This design comes from an exercise in tuning for small area, a short achievable clock period and few clock cycles on the open sky130 flow, not from production work. The RTL of this run was laid out without a check of its function. No activity file was given, so power comes from the tool's default toggle rates.

--- flow/constraint.sdc ---
create_clock -name core_clock -period 10.0 [get_ports {clk}]
set_input_delay 2.0000 -clock core_clock [delete_from_list [all_inputs] [get_ports {clk}]]
set_output_delay 2.0000 -clock core_clock [all_outputs]
set_load 0.01 [all_outputs]
--- flow/flow/run.sh ---
#!/bin/bash
# Layout flow: the standard ORFS flow (standard.sh), with two changes to
# how the layout is made:
#  - ports are buffered with sky130_fd_sc_hd__buf_1 instead of the default
#    delay cell chosen by buffer_ports (still one buffer on every port);
#  - timing repair aims for more setup slack than the 10 ns clock needs.
# The clock period, SDC, synthesis, floorplan, power grid and tap cells are
# the standard flow's own. Each tool's output goes to the ORFS logs under orfs/logs and
# to flow.log here.
set -uo pipefail
bash standard.sh \
  BUFFER_PORTS_ARGS="-buffer_cell sky130_fd_sc_hd__buf_1" \
  SETUP_SLACK_MARGIN=6.8 \
  finish > flow.log 2>&1
st=$?
mkdir -p logs
cp -r orfs/logs/. logs/ 2>/dev/null || true
exit $st
--- flow/config.mk ---
export PLATFORM = sky130hd
export DESIGN_NAME = c2mux_dp
export DESIGN_NICKNAME = c2mux_dp
export VERILOG_FILES = /design/flow/design.v
export SDC_FILE = /design/flow/constraint.sdc
export NUM_CORES = 4
export LEC_CHECK = 0
export CAP_MARGIN = 20
export CORE_MARGIN = 2
export CORE_UTILIZATION = 70
export CTS_BUF_LIST = sky130_fd_sc_hd__clkbuf_16
export CTS_CLUSTER_DIAMETER = 100
export CTS_CLUSTER_SIZE = 25
export SLEW_MARGIN = 20
export SYNTH_HIERARCHICAL = 1
export SYNTH_MINIMUM_KEEP_SIZE = 0
--- flow/design.v ---
module c2mux_addr_enc (
    input  wire        clk,
    input  wire        rst,
    input  wire        start,
    input  wire [63:0] id,
    input  wire [3:0]  idlen,
    input  wire [7:0]  subid,
    input  wire        mcast,
    output reg         busy,
    output reg         done,
    output wire [47:0] addr,
    output wire        addr_valid,
    output wire [2:0]  cfgerr
);
    function [5:0] info;
        input [7:0] c;
        input       pad;
        begin
            info = pad ? 6'b111011 : {c[6], c[4:0]};
        end
    endfunction
    function [5:0] conv;
        input [5:0] h;
        begin
            conv = h[5] ? ({1'b0, h[4:0]} + 6'd9) : {2'b00, h[3:0]};
        end
    endfunction
    function valid_char;
        input [7:0] c;
        begin
            valid_char = (c[7:4] == 4'h3 && c[3:0] <= 4'd9) ||
                         (c[7:6] == 2'b01 && c[4:0] != 5'd0 && c[4:0] <= 5'd26);
        end
    endfunction
    reg       bad;
    reg       bad_q;
    reg       sub_q;
    reg       len_q;
    integer   k;
    always @(*) begin
        bad = 1'b0;
        for (k = 0; k < 8; k = k + 1)
            if (k < idlen && !valid_char(id[8*k +: 8]))
                bad = 1'b1;
    end
    always @(posedge clk) begin
        bad_q <= bad;
        sub_q <= subid[7:4] != 4'd0;
        len_q <= idlen > 4'd8;
    end
    wire [1:0] chk = sub_q ? 2'd1 : len_q ? 2'd3 : bad_q ? 2'd2 : 2'd0;
    reg [5:0] ring [0:6];
    reg [5:0] c;
    reg [2:0] kc;           
    reg [2:0] pc;           
    reg [3:0] sub_r;
    reg       mc_r;
    reg [1:0] err_r;
    reg       ok_r;
    wire [5:0]  h    = ring[0];
    wire ts0;
    wire tc0;
    wire ts1;
    wire tc1;
    wire ts2;
    wire tc2;
    wire ts3;
    wire tc3;
    wire ts4;
    wire tc4;
    wire ts5;
    wire tc5;
    wire ts6;
    wire tc6;
    wire [11:0] tr1;
    wire [11:0] tr2;
    assign ts0 = h[0] ^ h[3];
    assign tc0 = h[0] & h[3];
    assign ts1 = h[0] ^ h[2];
    assign tc1 = h[0] & h[2];
    assign ts2 = h[1] ^ h[3] ^ c[3];
    assign tc2 = (h[1] & h[3]) | (h[1] & c[3]) | (h[3] & c[3]);
    assign ts3 = h[2] ^ h[4] ^ c[4];
    assign tc3 = (h[2] & h[4]) | (h[2] & c[4]) | (h[4] & c[4]);
    assign ts4 = h[5] ^ c[5] ^ ts0;
    assign tc4 = (h[5] & c[5]) | (h[5] & ts0) | (c[5] & ts0);
    assign ts5 = h[1] ^ h[4] ^ tc0;
    assign tc5 = (h[1] & h[4]) | (h[1] & tc0) | (h[4] & tc0);
    assign ts6 = h[2] ^ h[5];
    assign tc6 = h[2] & h[5];
    assign tr1 = {1'b0, h[5], h[4], h[3], ts6, tc4, tc3, tc2, tc1, c[2], h[1], h[0]};
    assign tr2 = {1'b0, 1'b0, 1'b0, tc6, tc5, ts5, ts4, ts3, ts2, ts1, c[1], c[0]};
    wire [11:0] t    = tr1 + tr2;
    wire        md_a = kc < pc;
    wire        md_b = kc == pc;
    wire [5:0]  out  = md_a ? t[5:0] : (md_b ? c : h);
    wire        fin  = kc == 3'd6 && pc == 3'd7;
    integer j;
    always @(posedge clk) begin
        for (j = 0; j < 6; j = j + 1)
            ring[j] <= busy ? ring[j+1] : info(id[8*(6-j) +: 8], (6 - j) >= idlen);
        ring[6] <= busy ? out : info(id[7:0], idlen == 4'd0);
        if (!busy)
            c <= conv(info(id[63:56], idlen < 4'd8));
        else if (md_a)
            c <= t[11:6];
        else if (md_b)
            c <= conv(h);
        kc <= (!busy || kc == 3'd6) ? 3'd0 : kc + 3'd1;
        if (!busy)
            pc <= 3'd0;
        else if (kc == 3'd6)
            pc <= pc + 3'd1;
        if (!busy) begin
            sub_r <= subid[3:0];
            mc_r  <= mcast;
        end
        if (busy && kc == 3'd0 && pc == 3'd0) begin
            err_r <= chk;
            ok_r  <= chk == 2'd0;
        end
        if (rst) begin
            busy <= 1'b0;
            done <= 1'b0;
        end else begin
            done <= busy && fin;
            busy <= busy ? !fin : start;
        end
    end
    assign addr = {ring[6][5:4], sub_r, 1'b1, mc_r, ring[6][3:0], ring[5],
                   ring[4], ring[3], ring[2], ring[1], ring[0]};
    assign addr_valid = ok_r;
    assign cfgerr     = {1'b0, err_r};
endmodule
module c2mux_act_est #(
    parameter N_SPEECH = 320
) (
    input  wire        clk,
    input  wire        rst,
    input  wire        smp_valid,
    input  wire [15:0] smp_data,
    input  wire [31:0] thr,
    output reg         done,
    output wire [39:0] sumsq,
    output reg         below
);
    localparam CNT_W = $clog2(N_SPEECH);
    reg [CNT_W-1:0] cnt;
    reg [14:0]      y;
    reg             s;
    reg             last_r;
    reg             last_q;
    reg             clr;
    reg             rst_q;
    reg [39:0]      acc;
    reg             c_r;
    reg             fin;
    reg [39:0]      sum_r;
    reg [31:0]      thr_rot;
    reg [1:0]       cy;
    reg [2:0]       k;
    reg             run;
    reg [30:0] sq0;
    reg [30:0] sq1;
    wire take = smp_valid && !rst;
    wire last = (cnt == N_SPEECH - 1);
    always @(posedge clk) begin
        if (rst)
            cnt <= {CNT_W{1'b0}};
        else if (smp_valid)
            cnt <= last ? {CNT_W{1'b0}} : cnt + 1'b1;
        s      <= take && smp_data[15];
        y      <= take ? (smp_data[14:0] ^ {15{smp_data[15]}}) : 15'd0;
        last_r <= take && last;
    end
    wire [39:0] acc_in = clr ? 40'd0 : acc;
    wire fs0;
    wire fc0;
    wire fs1;
    wire fc1;
    wire fs2;
    wire fc2;
    wire fs3;
    wire fc3;
    wire fs4;
    wire fc4;
    wire fs5;
    wire fc5;
    wire fs6;
    wire fc6;
    wire fs7;
    wire fc7;
    wire fs8;
    wire fc8;
    wire fs9;
    wire fc9;
    wire fs10;
    wire fc10;
    wire fs11;
    wire fc11;
    wire fs12;
    wire fc12;
    wire fs13;
    wire fc13;
    wire fs14;
    wire fc14;
    wire fs15;
    wire fc15;
    wire fs16;
    wire fc16;
    wire fs17;
    wire fc17;
    wire fs18;
    wire fc18;
    wire fs19;
    wire fc19;
    wire fs20;
    wire fc20;
    wire fs21;
    wire fc21;
    wire fs22;
    wire fc22;
    wire fs23;
    wire fc23;
    wire fs24;
    wire fc24;
    wire fs25;
    wire fc25;
    wire fs26;
    wire fc26;
    wire fs27;
    wire fc27;
    wire fs28;
    wire fc28;
    wire fs29;
    wire fc29;
    wire fs30;
    wire fc30;
    wire fs31;
    wire fc31;
    wire fs32;
    wire fc32;
    wire fs33;
    wire fc33;
    wire fs34;
    wire fc34;
    wire fs35;
    wire fc35;
    wire fs36;
    wire fc36;
    wire fs37;
    wire fc37;
    wire fs38;
    wire fc38;
    wire fs39;
    wire fc39;
    wire fs40;
    wire fc40;
    wire fs41;
    wire fc41;
    wire fs42;
    wire fc42;
    wire fs43;
    wire fc43;
    wire fs44;
    wire fc44;
    wire fs45;
    wire fc45;
    wire fs46;
    wire fc46;
    wire fs47;
    wire fc47;
    wire fs48;
    wire fc48;
    wire fs49;
    wire fc49;
    wire fs50;
    wire fc50;
    wire fs51;
    wire fc51;
    wire fs52;
    wire fc52;
    wire fs53;
    wire fc53;
    wire fs54;
    wire fc54;
    wire fs55;
    wire fc55;
    wire fs56;
    wire fc56;
    wire fs57;
    wire fc57;
    wire fs58;
    wire fc58;
    wire fs59;
    wire fc59;
    wire fs60;
    wire fc60;
    wire fs61;
    wire fc61;
    wire fs62;
    wire fc62;
    wire fs63;
    wire fc63;
    wire fs64;
    wire fc64;
    wire fs65;
    wire fc65;
    wire fs66;
    wire fc66;
    wire fs67;
    wire fc67;
    wire fs68;
    wire fc68;
    wire fs69;
    wire fc69;
    wire fs70;
    wire fc70;
    wire fs71;
    wire fc71;
    wire fs72;
    wire fc72;
    wire fs73;
    wire fc73;
    wire fs74;
    wire fc74;
    wire fs75;
    wire fc75;
    wire fs76;
    wire fc76;
    wire fs77;
    wire fc77;
    wire fs78;
    wire fc78;
    wire fs79;
    wire fc79;
    wire fs80;
    wire fc80;
    wire fs81;
    wire fc81;
    wire fs82;
    wire fc82;
    wire fs83;
    wire fc83;
    wire fs84;
    wire fc84;
    wire fs85;
    wire fc85;
    wire fs86;
    wire fc86;
    wire fs87;
    wire fc87;
    wire fs88;
    wire fc88;
    wire fs89;
    wire fc89;
    wire fs90;
    wire fc90;
    wire fs91;
    wire fc91;
    wire fs92;
    wire fc92;
    wire fs93;
    wire fc93;
    wire fs94;
    wire fc94;
    wire fs95;
    wire fc95;
    wire fs96;
    wire fc96;
    wire fs97;
    wire fc97;
    wire fs98;
    wire fc98;
    wire fs99;
    wire fc99;
    wire fs100;
    wire fc100;
    wire fs101;
    wire fc101;
    wire fs102;
    wire fc102;
    wire fs103;
    wire fc103;
    wire fs104;
    wire fc104;
    wire fs105;
    wire fc105;
    wire fs106;
    wire fc106;
    wire fs107;
    wire fc107;
    wire fs108;
    wire fc108;
    wire fs109;
    wire fc109;
    wire fs110;
    wire fc110;
    wire fs111;
    wire fc111;
    wire fs112;
    wire fc112;
    wire fs113;
    wire fc113;
    wire fs114;
    wire fc114;
    wire fs115;
    wire fc115;
    wire fs116;
    wire fc116;
    wire fs117;
    wire fc117;
    wire fs118;
    wire fc118;
    wire fs119;
    wire fc119;
    wire fs120;
    wire fc120;
    wire fs121;
    wire fc121;
    wire fs122;
    wire fc122;
    wire fs123;
    wire fc123;
    wire fs124;
    wire fc124;
    wire fs125;
    wire fc125;
    wire fs126;
    wire fc126;
    wire fs127;
    wire fc127;
    wire fs128;
    wire fc128;
    wire fs129;
    wire fc129;
    wire fs130;
    wire fc130;
    wire fs131;
    wire fc131;
    wire fs132;
    wire fc132;
    wire fs133;
    wire fc133;
    wire fs134;
    wire fc134;
    wire [39:0] xy1;
    wire [39:0] xy2;
    c2mux_ha u_fs0 (.a(y[5]), .b((s & y[9])), .s(fs0), .co(fc0));
    c2mux_ha u_fs1 (.a((s & y[10])), .b((y[0] & y[10])), .s(fs1), .co(fc1));
    c2mux_fa u_fs2 (.a(y[6]), .b((s & y[11])), .c((y[0] & y[11])), .s(fs2), .co(fc2));
    c2mux_ha u_fs3 (.a((y[1] & y[10])), .b((y[2] & y[9])), .s(fs3), .co(fc3));
    c2mux_fa u_fs4 (.a((s & y[12])), .b((y[0] & y[12])), .c((y[1] & y[11])), .s(fs4), .co(fc4));
    c2mux_ha u_fs5 (.a((y[2] & y[10])), .b((y[3] & y[9])), .s(fs5), .co(fc5));
    c2mux_fa u_fs6 (.a(y[7]), .b((s & y[13])), .c((y[0] & y[13])), .s(fs6), .co(fc6));
    c2mux_fa u_fs7 (.a((y[1] & y[12])), .b((y[2] & y[11])), .c((y[3] & y[10])), .s(fs7), .co(fc7));
    c2mux_ha u_fs8 (.a((y[4] & y[9])), .b((y[5] & y[8])), .s(fs8), .co(fc8));
    c2mux_fa u_fs9 (.a((s & y[14])), .b((y[0] & y[14])), .c((y[1] & y[13])), .s(fs9), .co(fc9));
    c2mux_fa u_fs10 (.a((y[2] & y[12])), .b((y[3] & y[11])), .c((y[4] & y[10])), .s(fs10), .co(fc10));
    c2mux_ha u_fs11 (.a((y[5] & y[9])), .b((y[6] & y[8])), .s(fs11), .co(fc11));
    c2mux_fa u_fs12 (.a(y[8]), .b((y[1] & y[14])), .c((y[2] & y[13])), .s(fs12), .co(fc12));
    c2mux_fa u_fs13 (.a((y[3] & y[12])), .b((y[4] & y[11])), .c((y[5] & y[10])), .s(fs13), .co(fc13));
    c2mux_ha u_fs14 (.a((y[6] & y[9])), .b((y[7] & y[8])), .s(fs14), .co(fc14));
    c2mux_fa u_fs15 (.a((y[2] & y[14])), .b((y[3] & y[13])), .c((y[4] & y[12])), .s(fs15), .co(fc15));
    c2mux_ha u_fs16 (.a((y[5] & y[11])), .b((y[6] & y[10])), .s(fs16), .co(fc16));
    c2mux_fa u_fs17 (.a(y[9]), .b((y[3] & y[14])), .c((y[4] & y[13])), .s(fs17), .co(fc17));
    c2mux_ha u_fs18 (.a((y[5] & y[12])), .b((y[6] & y[11])), .s(fs18), .co(fc18));
    c2mux_ha u_fs19 (.a((y[4] & y[14])), .b((y[5] & y[13])), .s(fs19), .co(fc19));
    c2mux_ha u_fs20 (.a(y[10]), .b((y[5] & y[14])), .s(fs20), .co(fc20));
    c2mux_ha u_fs21 (.a(y[3]), .b((s & y[5])), .s(fs21), .co(fc21));
    c2mux_ha u_fs22 (.a((s & y[6])), .b((y[0] & y[6])), .s(fs22), .co(fc22));
    c2mux_fa u_fs23 (.a(y[4]), .b((s & y[7])), .c((y[0] & y[7])), .s(fs23), .co(fc23));
    c2mux_ha u_fs24 (.a((y[1] & y[6])), .b((y[2] & y[5])), .s(fs24), .co(fc24));
    c2mux_fa u_fs25 (.a((s & y[8])), .b((y[0] & y[8])), .c((y[1] & y[7])), .s(fs25), .co(fc25));
    c2mux_ha u_fs26 (.a((y[2] & y[6])), .b((y[3] & y[5])), .s(fs26), .co(fc26));
    c2mux_fa u_fs27 (.a((y[0] & y[9])), .b((y[1] & y[8])), .c((y[2] & y[7])), .s(fs27), .co(fc27));
    c2mux_fa u_fs28 (.a((y[3] & y[6])), .b((y[4] & y[5])), .c(fs0), .s(fs28), .co(fc28));
    c2mux_fa u_fs29 (.a((y[1] & y[9])), .b((y[2] & y[8])), .c((y[3] & y[7])), .s(fs29), .co(fc29));
    c2mux_fa u_fs30 (.a((y[4] & y[6])), .b(fc0), .c(fs1), .s(fs30), .co(fc30));
    c2mux_fa u_fs31 (.a((y[3] & y[8])), .b((y[4] & y[7])), .c((y[5] & y[6])), .s(fs31), .co(fc31));
    c2mux_fa u_fs32 (.a(fc1), .b(fs3), .c(fs2), .s(fs32), .co(fc32));
    c2mux_fa u_fs33 (.a((y[4] & y[8])), .b((y[5] & y[7])), .c(fc3), .s(fs33), .co(fc33));
    c2mux_fa u_fs34 (.a(fs5), .b(fc2), .c(fs4), .s(fs34), .co(fc34));
    c2mux_fa u_fs35 (.a((y[6] & y[7])), .b(fc5), .c(fs8), .s(fs35), .co(fc35));
    c2mux_fa u_fs36 (.a(fc4), .b(fs6), .c(fs7), .s(fs36), .co(fc36));
    c2mux_fa u_fs37 (.a(fc8), .b(fs11), .c(fc6), .s(fs37), .co(fc37));
    c2mux_fa u_fs38 (.a(fc7), .b(fs10), .c(fs9), .s(fs38), .co(fc38));
    c2mux_fa u_fs39 (.a(fc11), .b(fs14), .c(fc10), .s(fs39), .co(fc39));
    c2mux_fa u_fs40 (.a(fc9), .b(fs12), .c(fs13), .s(fs40), .co(fc40));
    c2mux_fa u_fs41 (.a((y[7] & y[9])), .b(fc14), .c(fs16), .s(fs41), .co(fc41));
    c2mux_fa u_fs42 (.a(fc12), .b(fc13), .c(fs15), .s(fs42), .co(fc42));
    c2mux_fa u_fs43 (.a((y[7] & y[10])), .b((y[8] & y[9])), .c(fc16), .s(fs43), .co(fc43));
    c2mux_fa u_fs44 (.a(fs18), .b(fc15), .c(fs17), .s(fs44), .co(fc44));
    c2mux_fa u_fs45 (.a((y[6] & y[12])), .b((y[7] & y[11])), .c((y[8] & y[10])), .s(fs45), .co(fc45));
    c2mux_fa u_fs46 (.a(fc18), .b(fs19), .c(fc17), .s(fs46), .co(fc46));
    c2mux_fa u_fs47 (.a((y[6] & y[13])), .b((y[7] & y[12])), .c((y[8] & y[11])), .s(fs47), .co(fc47));
    c2mux_fa u_fs48 (.a((y[9] & y[10])), .b(fc19), .c(fs20), .s(fs48), .co(fc48));
    c2mux_fa u_fs49 (.a((y[6] & y[14])), .b((y[7] & y[13])), .c((y[8] & y[12])), .s(fs49), .co(fc49));
    c2mux_ha u_fs50 (.a((y[9] & y[11])), .b(fc20), .s(fs50), .co(fc50));
    c2mux_fa u_fs51 (.a(y[11]), .b((y[10] & y[11])), .c((y[7] & y[14])), .s(fs51), .co(fc51));
    c2mux_ha u_fs52 (.a((y[8] & y[13])), .b((y[9] & y[12])), .s(fs52), .co(fc52));
    c2mux_ha u_fs53 (.a((y[10] & y[12])), .b((y[8] & y[14])), .s(fs53), .co(fc53));
    c2mux_ha u_fs54 (.a(y[12]), .b((y[10] & y[13])), .s(fs54), .co(fc54));
    c2mux_ha u_fs55 (.a(y[2]), .b((s & y[3])), .s(fs55), .co(fc55));
    c2mux_ha u_fs56 (.a((s & y[4])), .b((y[0] & y[4])), .s(fs56), .co(fc56));
    c2mux_fa u_fs57 (.a((y[0] & y[5])), .b((y[1] & y[4])), .c((y[2] & y[3])), .s(fs57), .co(fc57));
    c2mux_fa u_fs58 (.a((y[1] & y[5])), .b((y[2] & y[4])), .c(fc21), .s(fs58), .co(fc58));
    c2mux_fa u_fs59 (.a((y[3] & y[4])), .b(fc22), .c(fs24), .s(fs59), .co(fc59));
    c2mux_fa u_fs60 (.a(fc24), .b(fs26), .c(fc23), .s(fs60), .co(fc60));
    c2mux_fa u_fs61 (.a(fc26), .b(fc25), .c(fs27), .s(fs61), .co(fc61));
    c2mux_fa u_fs62 (.a(fc27), .b(fs29), .c(fc28), .s(fs62), .co(fc62));
    c2mux_fa u_fs63 (.a(fc29), .b(fs31), .c(fc30), .s(fs63), .co(fc63));
    c2mux_fa u_fs64 (.a(fc31), .b(fs33), .c(fc32), .s(fs64), .co(fc64));
    c2mux_fa u_fs65 (.a(fc33), .b(fs35), .c(fc34), .s(fs65), .co(fc65));
    c2mux_fa u_fs66 (.a(fc35), .b(fc36), .c(fs37), .s(fs66), .co(fc66));
    c2mux_fa u_fs67 (.a(fc37), .b(fc38), .c(fs39), .s(fs67), .co(fc67));
    c2mux_fa u_fs68 (.a(fs41), .b(fc39), .c(fc40), .s(fs68), .co(fc68));
    c2mux_fa u_fs69 (.a(fc41), .b(fs43), .c(fc42), .s(fs69), .co(fc69));
    c2mux_fa u_fs70 (.a(fs45), .b(fc43), .c(fc44), .s(fs70), .co(fc70));
    c2mux_fa u_fs71 (.a(fc45), .b(fs47), .c(fs48), .s(fs71), .co(fc71));
    c2mux_fa u_fs72 (.a(fc47), .b(fs49), .c(fs50), .s(fs72), .co(fc72));
    c2mux_fa u_fs73 (.a(fs52), .b(fc49), .c(fs51), .s(fs73), .co(fc73));
    c2mux_fa u_fs74 (.a((y[9] & y[13])), .b(fc52), .c(fs53), .s(fs74), .co(fc74));
    c2mux_fa u_fs75 (.a((y[11] & y[12])), .b((y[9] & y[14])), .c(fc53), .s(fs75), .co(fc75));
    c2mux_ha u_fs76 (.a((y[10] & y[14])), .b((y[11] & y[13])), .s(fs76), .co(fc76));
    c2mux_ha u_fs77 (.a(y[13]), .b((y[11] & y[14])), .s(fs77), .co(fc77));
    c2mux_ha u_fs78 (.a(y[1]), .b((s & y[1])), .s(fs78), .co(fc78));
    c2mux_ha u_fs79 (.a((s & y[2])), .b((y[0] & y[2])), .s(fs79), .co(fc79));
    c2mux_fa u_fs80 (.a((y[0] & y[3])), .b((y[1] & y[2])), .c(fs55), .s(fs80), .co(fc80));
    c2mux_fa u_fs81 (.a((y[1] & y[3])), .b(fc55), .c(fs56), .s(fs81), .co(fc81));
    c2mux_fa u_fs82 (.a(fc56), .b(fs21), .c(fs57), .s(fs82), .co(fc82));
    c2mux_fa u_fs83 (.a(fs22), .b(fc57), .c(fs58), .s(fs83), .co(fc83));
    c2mux_fa u_fs84 (.a(fs23), .b(fc58), .c(fs59), .s(fs84), .co(fc84));
    c2mux_fa u_fs85 (.a(fs25), .b(fc59), .c(fs60), .s(fs85), .co(fc85));
    c2mux_fa u_fs86 (.a(fs28), .b(fc60), .c(fs61), .s(fs86), .co(fc86));
    c2mux_fa u_fs87 (.a(fs30), .b(fc61), .c(fs62), .s(fs87), .co(fc87));
    c2mux_fa u_fs88 (.a(fs32), .b(fc62), .c(fs63), .s(fs88), .co(fc88));
    c2mux_fa u_fs89 (.a(fs34), .b(fc63), .c(fs64), .s(fs89), .co(fc89));
    c2mux_fa u_fs90 (.a(fs36), .b(fc64), .c(fs65), .s(fs90), .co(fc90));
    c2mux_fa u_fs91 (.a(fs38), .b(fc65), .c(fs66), .s(fs91), .co(fc91));
    c2mux_fa u_fs92 (.a(fs40), .b(fc66), .c(fs67), .s(fs92), .co(fc92));
    c2mux_fa u_fs93 (.a(fs42), .b(fc67), .c(fs68), .s(fs93), .co(fc93));
    c2mux_fa u_fs94 (.a(fs44), .b(fc68), .c(fs69), .s(fs94), .co(fc94));
    c2mux_fa u_fs95 (.a(fs46), .b(fc69), .c(fs70), .s(fs95), .co(fc95));
    c2mux_fa u_fs96 (.a(fc46), .b(fs71), .c(fc70), .s(fs96), .co(fc96));
    c2mux_fa u_fs97 (.a(fc48), .b(fs72), .c(fc71), .s(fs97), .co(fc97));
    c2mux_fa u_fs98 (.a(fc50), .b(fs73), .c(fc72), .s(fs98), .co(fc98));
    c2mux_fa u_fs99 (.a(fc51), .b(fs74), .c(fc73), .s(fs99), .co(fc99));
    c2mux_fa u_fs100 (.a(fs54), .b(fc74), .c(fs75), .s(fs100), .co(fc100));
    c2mux_fa u_fs101 (.a(fc54), .b(fs76), .c(fc75), .s(fs101), .co(fc101));
    c2mux_fa u_fs102 (.a((y[12] & y[13])), .b(fc76), .c(fs77), .s(fs102), .co(fc102));
    c2mux_ha u_fs103 (.a((y[12] & y[14])), .b(fc77), .s(fs103), .co(fc103));
    c2mux_ha u_fs104 (.a(y[14]), .b((y[13] & y[14])), .s(fs104), .co(fc104));
    always @(posedge clk) begin
        sq0 <= {1'b0, fc104, fs104, fs103, fs102, fc100, fs100, fs99, fs98, fs97, fc95, fc94, fc93, fc92, fc91, fc90, fc89, fc88, fc87, fc86, fc85, fc84, fc83, fc82, fc81, fc80, fc79, fc78, (y[0] & y[1]), (s & y[0]), s};
        sq1 <= {1'b0, 1'b0, fc103, fc102, fc101, fs101, fc99, fc98, fc97, fc96, fs96, fs95, fs94, fs93, fs92, fs91, fs90, fs89, fs88, fs87, fs86, fs85, fs84, fs83, fs82, fs81, fs80, fs79, fs78, 1'b0, y[0]};
    end
    c2mux_ha u_fs105 (.a(sq0[0]), .b(sq1[0]), .s(fs105), .co(fc105));
    c2mux_ha u_fs106 (.a(sq0[1]), .b(acc_in[1]), .s(fs106), .co(fc106));
    c2mux_fa u_fs107 (.a(sq0[2]), .b(sq1[2]), .c(acc_in[2]), .s(fs107), .co(fc107));
    c2mux_fa u_fs108 (.a(sq0[3]), .b(sq1[3]), .c(acc_in[3]), .s(fs108), .co(fc108));
    c2mux_fa u_fs109 (.a(sq0[4]), .b(sq1[4]), .c(acc_in[4]), .s(fs109), .co(fc109));
    c2mux_fa u_fs110 (.a(sq0[5]), .b(sq1[5]), .c(acc_in[5]), .s(fs110), .co(fc110));
    c2mux_fa u_fs111 (.a(sq0[6]), .b(sq1[6]), .c(acc_in[6]), .s(fs111), .co(fc111));
    c2mux_fa u_fs112 (.a(sq0[7]), .b(sq1[7]), .c(acc_in[7]), .s(fs112), .co(fc112));
    c2mux_fa u_fs113 (.a(sq0[8]), .b(sq1[8]), .c(acc_in[8]), .s(fs113), .co(fc113));
    c2mux_fa u_fs114 (.a(sq0[9]), .b(sq1[9]), .c(acc_in[9]), .s(fs114), .co(fc114));
    c2mux_fa u_fs115 (.a(sq0[10]), .b(sq1[10]), .c(acc_in[10]), .s(fs115), .co(fc115));
    c2mux_fa u_fs116 (.a(sq0[11]), .b(sq1[11]), .c(acc_in[11]), .s(fs116), .co(fc116));
    c2mux_fa u_fs117 (.a(sq0[12]), .b(sq1[12]), .c(acc_in[12]), .s(fs117), .co(fc117));
    c2mux_fa u_fs118 (.a(sq0[13]), .b(sq1[13]), .c(acc_in[13]), .s(fs118), .co(fc118));
    c2mux_fa u_fs119 (.a(sq0[14]), .b(sq1[14]), .c(acc_in[14]), .s(fs119), .co(fc119));
    c2mux_fa u_fs120 (.a(sq0[15]), .b(sq1[15]), .c(acc_in[15]), .s(fs120), .co(fc120));
    c2mux_fa u_fs121 (.a(sq0[16]), .b(sq1[16]), .c(acc_in[16]), .s(fs121), .co(fc121));
    c2mux_fa u_fs122 (.a(sq0[17]), .b(sq1[17]), .c(acc_in[17]), .s(fs122), .co(fc122));
    c2mux_fa u_fs123 (.a(sq0[18]), .b(sq1[18]), .c(acc_in[18]), .s(fs123), .co(fc123));
    c2mux_fa u_fs124 (.a(sq0[19]), .b(sq1[19]), .c(acc_in[19]), .s(fs124), .co(fc124));
    c2mux_fa u_fs125 (.a(sq0[20]), .b(sq1[20]), .c(acc_in[20]), .s(fs125), .co(fc125));
    c2mux_fa u_fs126 (.a(sq0[21]), .b(sq1[21]), .c(acc_in[21]), .s(fs126), .co(fc126));
    c2mux_fa u_fs127 (.a(sq0[22]), .b(sq1[22]), .c(acc_in[22]), .s(fs127), .co(fc127));
    c2mux_fa u_fs128 (.a(sq0[23]), .b(sq1[23]), .c(acc_in[23]), .s(fs128), .co(fc128));
    c2mux_fa u_fs129 (.a(sq0[24]), .b(sq1[24]), .c(acc_in[24]), .s(fs129), .co(fc129));
    c2mux_fa u_fs130 (.a(sq0[25]), .b(sq1[25]), .c(acc_in[25]), .s(fs130), .co(fc130));
    c2mux_fa u_fs131 (.a(sq0[26]), .b(sq1[26]), .c(acc_in[26]), .s(fs131), .co(fc131));
    c2mux_fa u_fs132 (.a(sq0[27]), .b(sq1[27]), .c(acc_in[27]), .s(fs132), .co(fc132));
    c2mux_fa u_fs133 (.a(sq0[28]), .b(sq1[28]), .c(acc_in[28]), .s(fs133), .co(fc133));
    c2mux_ha u_fs134 (.a(sq0[29]), .b(acc_in[29]), .s(fs134), .co(fc134));
    assign xy1 = {acc_in[39], acc_in[38], acc_in[37], acc_in[36], acc_in[35], acc_in[34], acc_in[33], acc_in[32], acc_in[31], acc_in[30], fs134, fc132, fc131, fc130, fc129, fc128, fc127, fc126, fc125, fc124, fc123, fc122, fc121, fc120, fc119, fc118, fc117, fc116, fc115, fc114, fc113, fc112, fc111, fc110, fc109, fc108, fc107, fc106, fc105, acc_in[0]};
    assign xy2 = {1'b0, 1'b0, 1'b0, 1'b0, 1'b0, 1'b0, 1'b0, 1'b0, 1'b0, fc134, fc133, fs133, fs132, fs131, fs130, fs129, fs128, fs127, fs126, fs125, fs124, fs123, fs122, fs121, fs120, fs119, fs118, fs117, fs116, fs115, fs114, fs113, fs112, fs111, fs110, fs109, fs108, fs107, fs106, fs105};
    wire        cin    = !clr && c_r;
    wire [18:0] lo_sum = {1'b0, xy1[17:0]} + {1'b0, xy2[17:0]};
    wire [23:0] hi_sum = {1'b0, xy1[39:18], 1'b1} + {1'b0, xy2[39:18], cin};
    wire [39:0] acc_nxt = {hi_sum[22:1], lo_sum[17:0]};
    always @(posedge clk) begin
        last_q <= !rst && last_r;
        acc    <= acc_nxt;
        c_r    <= lo_sum[18];
        rst_q  <= rst;
        clr    <= rst || rst_q || last_q;
        fin    <= !rst && last_q;
    end
    wire [4:0] m1 = (k == 3'd7) ? 5'b00000 : (k == 3'd6) ? 5'b00011 : 5'b11111;
    wire [4:0] m4 = (k == 3'd7) ? 5'b00000 : (k == 3'd6) ? 5'b01111 :
                    (k == 3'd0) ? 5'b11100 : 5'b11111;
    wire [4:0] sv = (k == 3'd7) ? 5'd0 : sum_r[9:5];
    wire [4:0] t1 = thr_rot[21:17] & m1;
    wire [4:0] t4 = thr_rot[19:15] & m4;
    wire [6:0] dv = {2'b0, sv} + {2'b0, ~t1} + {2'b0, ~t4} + {5'b0, cy};
    always @(posedge clk) begin
        sum_r   <= fin ? {acc[39:18] + {21'd0, c_r}, acc[17:0]} : {sum_r[4:0], sum_r[39:5]};
        thr_rot <= last ? thr : {thr_rot[4:0], thr_rot[31:5]};
        cy      <= fin ? 2'd2 : dv[6:5];
        k       <= fin ? 3'd0 : k + 3'd1;
        if (run && k == 3'd7)
            below <= dv[4];
        if (rst) begin
            run  <= 1'b0;
            done <= 1'b0;
        end else begin
            run  <= fin || (run && k != 3'd7);
            done <= run && k == 3'd7;
        end
    end
    assign sumsq = sum_r;
endmodule
module c2mux_fa (
    input  wire a,
    input  wire b,
    input  wire c,
    output wire s,
    output wire co
);
    assign s  = a ^ b ^ c;
    assign co = (a & b) | (a & c) | (b & c);
endmodule
module c2mux_ha (
    input  wire a,
    input  wire b,
    output wire s,
    output wire co
);
    assign s  = a ^ b;
    assign co = a & b;
endmodule
module c2mux_dp (
    input  wire        clk,
    input  wire        rst,           
    input  wire        enc_start,     
    input  wire [63:0] enc_id,        
    input  wire [3:0]  enc_idlen,
    input  wire [7:0]  enc_subid,     
    input  wire        enc_mcast,
    output wire        enc_busy,
    output wire        enc_done,
    output wire [47:0] addr,          
    output wire        addr_valid,
    output wire [2:0]  cfgerr,
    input  wire        smp_valid,
    input  wire [15:0] smp_data,      
    input  wire [31:0] thr,           
    output wire        est_done,
    output wire [39:0] sumsq,
    output wire        est_data       
);
    c2mux_addr_enc u_enc (
        .clk        (clk),
        .rst        (rst),
        .start      (enc_start),
        .id         (enc_id),
        .idlen      (enc_idlen),
        .subid      (enc_subid),
        .mcast      (enc_mcast),
        .busy       (enc_busy),
        .done       (enc_done),
        .addr       (addr),
        .addr_valid (addr_valid),
        .cfgerr     (cfgerr)
    );
    c2mux_act_est #(.N_SPEECH(320)) u_est (
        .clk       (clk),
        .rst       (rst),
        .smp_valid (smp_valid),
        .smp_data  (smp_data),
        .thr       (thr),
        .done      (est_done),
        .sumsq     (sumsq),
        .below     (est_data)
    );
endmodule
--- flow/standard.sh ---
#!/bin/bash
# synth_recipe.tcl (not shown) runs the flow's synth.tcl, then flattens the netlist and writes it again
# the make line also repeats each setting of config.mk as NAME=value (left out here)
make -C /OpenROAD-flow-scripts/flow DESIGN_CONFIG=/design/flow/config.mk WORK_HOME=/design/flow/orfs CLKGATE_MAP_FILE= SYNTH_SCRIPT=/design/flow/synth_recipe.tcl "${@:-finish}"
==> flow_metrics.env <==
export IMPL_root_buffer="clkbuf_16"
export IMPL_crit_start="u_est.clr$_DFF_P_"
export IMPL_vias_per_cell=5.83
export IMPL_critPathMaxFanout=11
export IMPL_cts_max_path_buffers=3
export IMPL_drtIter0Drc=638
export IMPL_cts_clk_slew_worst_paths_ps=110
export IMPL_leakage_nw=7.47
export IMPL_rsz0062_at_grt="true"
export IMPL_synth_edf_count=15
export IMPL_dp_hpwl_um=25600
export IMPL_grt_total_usage_pct=29.5
export IMPL_fp_dieArea_um2=23300
export IMPL_slew_violations=0
export IMPL_finalCriticalPeriod_ps=3190
export IMPL_worst_path_buf_inv=1
export IMPL_ant_nets=0
export IMPL_fmaxAchievable_mhz=314
export IMPL_synth_area_leaders="dfxtp_1, fa_1, ha_1"
export IMPL_fp_row_count=54
export IMPL_grt_max_degree=67
export IMPL_synth_area_leader_cell="dfxtp_1"
export IMPL_power_per_cell_area_nw_per_um2=137
export IMPL_place_ws_ps=6180
export IMPL_grt_pass1_vias=11500
export IMPL_portBuffers=222
export IMPL_die_height_um=153
export IMPL_drt_first_pass_iters=5
export IMPL_yosysMostFrequentCell="dfxtp_1"
export IMPL_drive_above_1_share_pct=7.90
export IMPL_fin_tns_setup_ps=0
export IMPL_cpPeakStageDelay_ps=440
export IMPL_fillers=1448
export IMPL_path_cells="buf_12 > nor2b_1 > fa_1 > ha_1 > nor2b_1 > o31a_1 > o31a_1 > and4bb_2 > a211oi_2 > mux2_4"
export IMPL_cts_tree="built"
export IMPL_syn_inst=1485
export IMPL_crit_cells=10
export IMPL_max_cap_violations=0
export IMPL_antenna_found_initial=1
export IMPL_clock_latency_ps=500
export IMPL_finalSetupViolCount=0
export IMPL_ys_flop_type="dfxtp_1"
export IMPL_synth_common_cells="dfxtp_1, and2_1, fa_1, nor2_1, ha_1"
export IMPL_utilization_pct=78.6
export IMPL_skew_ps=30.9
export IMPL_syn_area_per_cell_um2=10.4
export IMPL_start_util_pct=71.0
export IMPL_grt_first_pass_wirelength_um=56600
export IMPL_ys_seq_area_share_pct=36.7
export IMPL_arrival_ps=3580
export IMPL_critPathLaunchType="register"
export IMPL_coreArea_um2=21800
export IMPL_cp_slowest_cell="fa_1"
export IMPL_r2r_start="u_est.clr$_DFF_P_"
export IMPL_seqCellArea_um2=5700
export IMPL_vias=11400
export IMPL_synth_warning_count=9
export IMPL_r2r_slack_ps=6810
export IMPL_critical_path_top_delay_family="adder cells"
export IMPL_totalWireLength_um=34300
export IMPL_area_growth_pct=10.7
export IMPL_worstPathRequired_ps=10400
export IMPL_synth_top_area_share_pct=33.8
export IMPL_syn_num_nets=1830
export IMPL_outcome="timing/DRC/antenna clean"
export IMPL_hold_viol=0
export IMPL_routedWlPerCell_um=17.5
export IMPL_critPathKind="register to register"
export IMPL_vdd_drop_max_uv=157
export IMPL_hp_start="u_est.rst_q$_DFF_P_"
export IMPL_clock_sinks=276
export IMPL_overflow=0
export IMPL_async_reset_ff_share_pct=0
export IMPL_h_tree_depth=1
export IMPL_endpoint="u_est.acc[33]$_DFF_P_"
export IMPL_worstRegToRegCells=10
export IMPL_cp_end_kind="register"
export IMPL_multi_input_area_um2=9390
export IMPL_holdCritPathClass="register to register"
export IMPL_ys_types=85
export IMPL_tightest_slew_ps=982
export IMPL_slew_headroom_pct=34.5
export IMPL_cts_buffers=15
export IMPL_fin_nets=2024
export IMPL_die_x_um=153
export IMPL_io_pins=225
export IMPL_yosys_register_bits=276
export IMPL_period_share_pct=31.9
export IMPL_r2r_end="u_est.acc[33]$_DFF_P_"
export IMPL_synth_area_um2=15400
export IMPL_gp_congestion=0.896
export IMPL_remaining_drc_errors=0
export IMPL_setup_slack_ps=6810
export IMPL_n_antenna_cell=0
## cell families (layout without fill, tap and decap cells)
| family | Yosys count | in the layout | synth area share, % |
|---|---|---|---|
| AOI/OAI and AO/OA | 257 | 257 | 11.4 |
| xor gates and xnor gates | 83 | 83 | 4.71 |
| adders and majority gates | 216 | 216 | 23.2 |
| buffers and inverters | 109 | 307 | 2.95 |
| DFF | 276 | 276 | 36.7 |
| muxes | 60 | 60 | 4.37 |
| other | 2 | 2 | 0.0486 |
| and+or+nand+nor | 482 | 482 | 16.6 |
## cell usage in the layout, fill, tap and decap left out, types with 10 or more instances in the layout
master	count
a21o_1	12
a21oi_1	73
and2_1	126
and3_1	12
buf_1	220
clkbuf_16	17
dfxtp_1	252
edfxtp_1	15
fa_1	118
ha_1	95
inv_1	55
mux2_2	55
nand2_1	68
nand2b_1	14
nand3_1	29
nand4_1	13
nor2_1	109
nor2b_1	51
nor3_1	19
o21ai_0	45
o21ai_1	10
o22a_1	25
xnor2_1	53
xor2_1	30
## report_power, final
part | switching, mW | internal [mW]
clock network | 0.361 | 0.281
registers | 0.0729 | 1.18
logic | 0.248 | 0.199
total | 0.683 | 1.66
## metal layers
metal | GRT usage (%) | part of all wire, % | up-vias
li1 | - | - | 5474
met1 | 42.6 | 45 | 5499
met2 | 47.8 | 46 | 427
met3 | 4.32 | 7.1 | 49
met4 | 6.75 | 1.7 | 0
met5 | 0 | 0 | -
## worst register-to-register path, delay by kind of cell, from the launching register on
family	cells	cell delay, ps
simple gates	3	730
compound gates	3	770
flops	1	370
buf+inv	1	140
mux	1	300
fa+ha+maj	2	780
## worst min-delay path by stage
stage / to / slack (ps) / cells after the start
detailed placement: u_est.clr$_DFF_P_ / 410 / 1
floorplan: u_est.sq0[0]$_DFF_P_ / 380 / 0
global route: u_est.clr$_DFF_P_ / 450 / 1
CTS: u_est.clr$_DFF_P_ / 440 / 1
global placement: u_est.clr$_DFF_P_ / 410 / 1
finish: u_est.clr$_DFF_P_ / 430 / 1
## Yosys stat by module (local to each module, per instance), a selection
| module | flip-flops and latches | cell area [um^2] | cells | times used |
|---|---|---|---|---|
| c2mux_addr_enc | 67 | 3930 | 436 | 1 |
| c2mux_fa | 0 | 20.0 | 1 | 105 |
| c2mux_ha | 0 | 12.5 | 1 | 30 |
## what timing repair did
item                                    in CTS  in global routing
endpoints found under the setup margin      14                 16
resized for setup                           17                 20
cloned                                       2                  2
pin swaps                                    0                  5
hold buffers                                 0                  0
endpoints found under the hold margin        0                  0
buffers inserted                             0                  2
## through the flow
step / cells / cell area (um^2) / power (mW) / hold slack [ps]
2_1_floorplan: 1485 / 15500 / 1.57 / 377
6_report: 1963 / 17100 / 2.35 / 434
3_5_place_dp: 1936 / 16400 / 1.71 / 409
3_3_place_gp: 1936 / 16400 / 1.69 / 412
4_1_cts: 1959 / 17000 / 2.35 / 438
5_1_grt: 1963 / 17100 / 2.46 / 454
## registers in the layout, indices dropped and copies added (netlist names), 9 cells and up
name,count
u_est.acc,40
u_est.thr_rot,32
u_est.y,15
u_enc.ring,42
u_est.sum_r,40
u_est.sq1,28
u_est.sq0,30
u_est.cnt,9
## cell type report
type,instances,share of cell area (%)
clock inverter,6,0.315
sequential,276,33.3
clock buffer,15,2.20
inverter,53,1.18
tap,280,2.05
multi-input combinational,1100,54.9
timing repair buffer,233,6.02

static timing again, ports no longer ideal:
The flow's constraints put no driver on any port. The routed layout listed below was extracted and timed again, unchanged, in two steps.
Step 1, drivers: a clkbuf_16 drives clk and a buf_2 each remaining input, both assumed.
Step 2, shift: input delay + t, output delay - t, t = (earliest + latest rising clock arrival at the registers) / 2. This alone moves slack from input paths to output paths.
Three values: no drivers, after step 1, after step 2; two values: the first two.
t (ns): 0.538
setup slack, ns: 6.811 / 6.793 / 6.364
worst register clock-pin slew, ns: 0.11 / 0.11
After both steps setup and hold are still met in this run. The setup slack of this run moves by -0.018 ns with the drivers and by -0.447 ns with both steps.
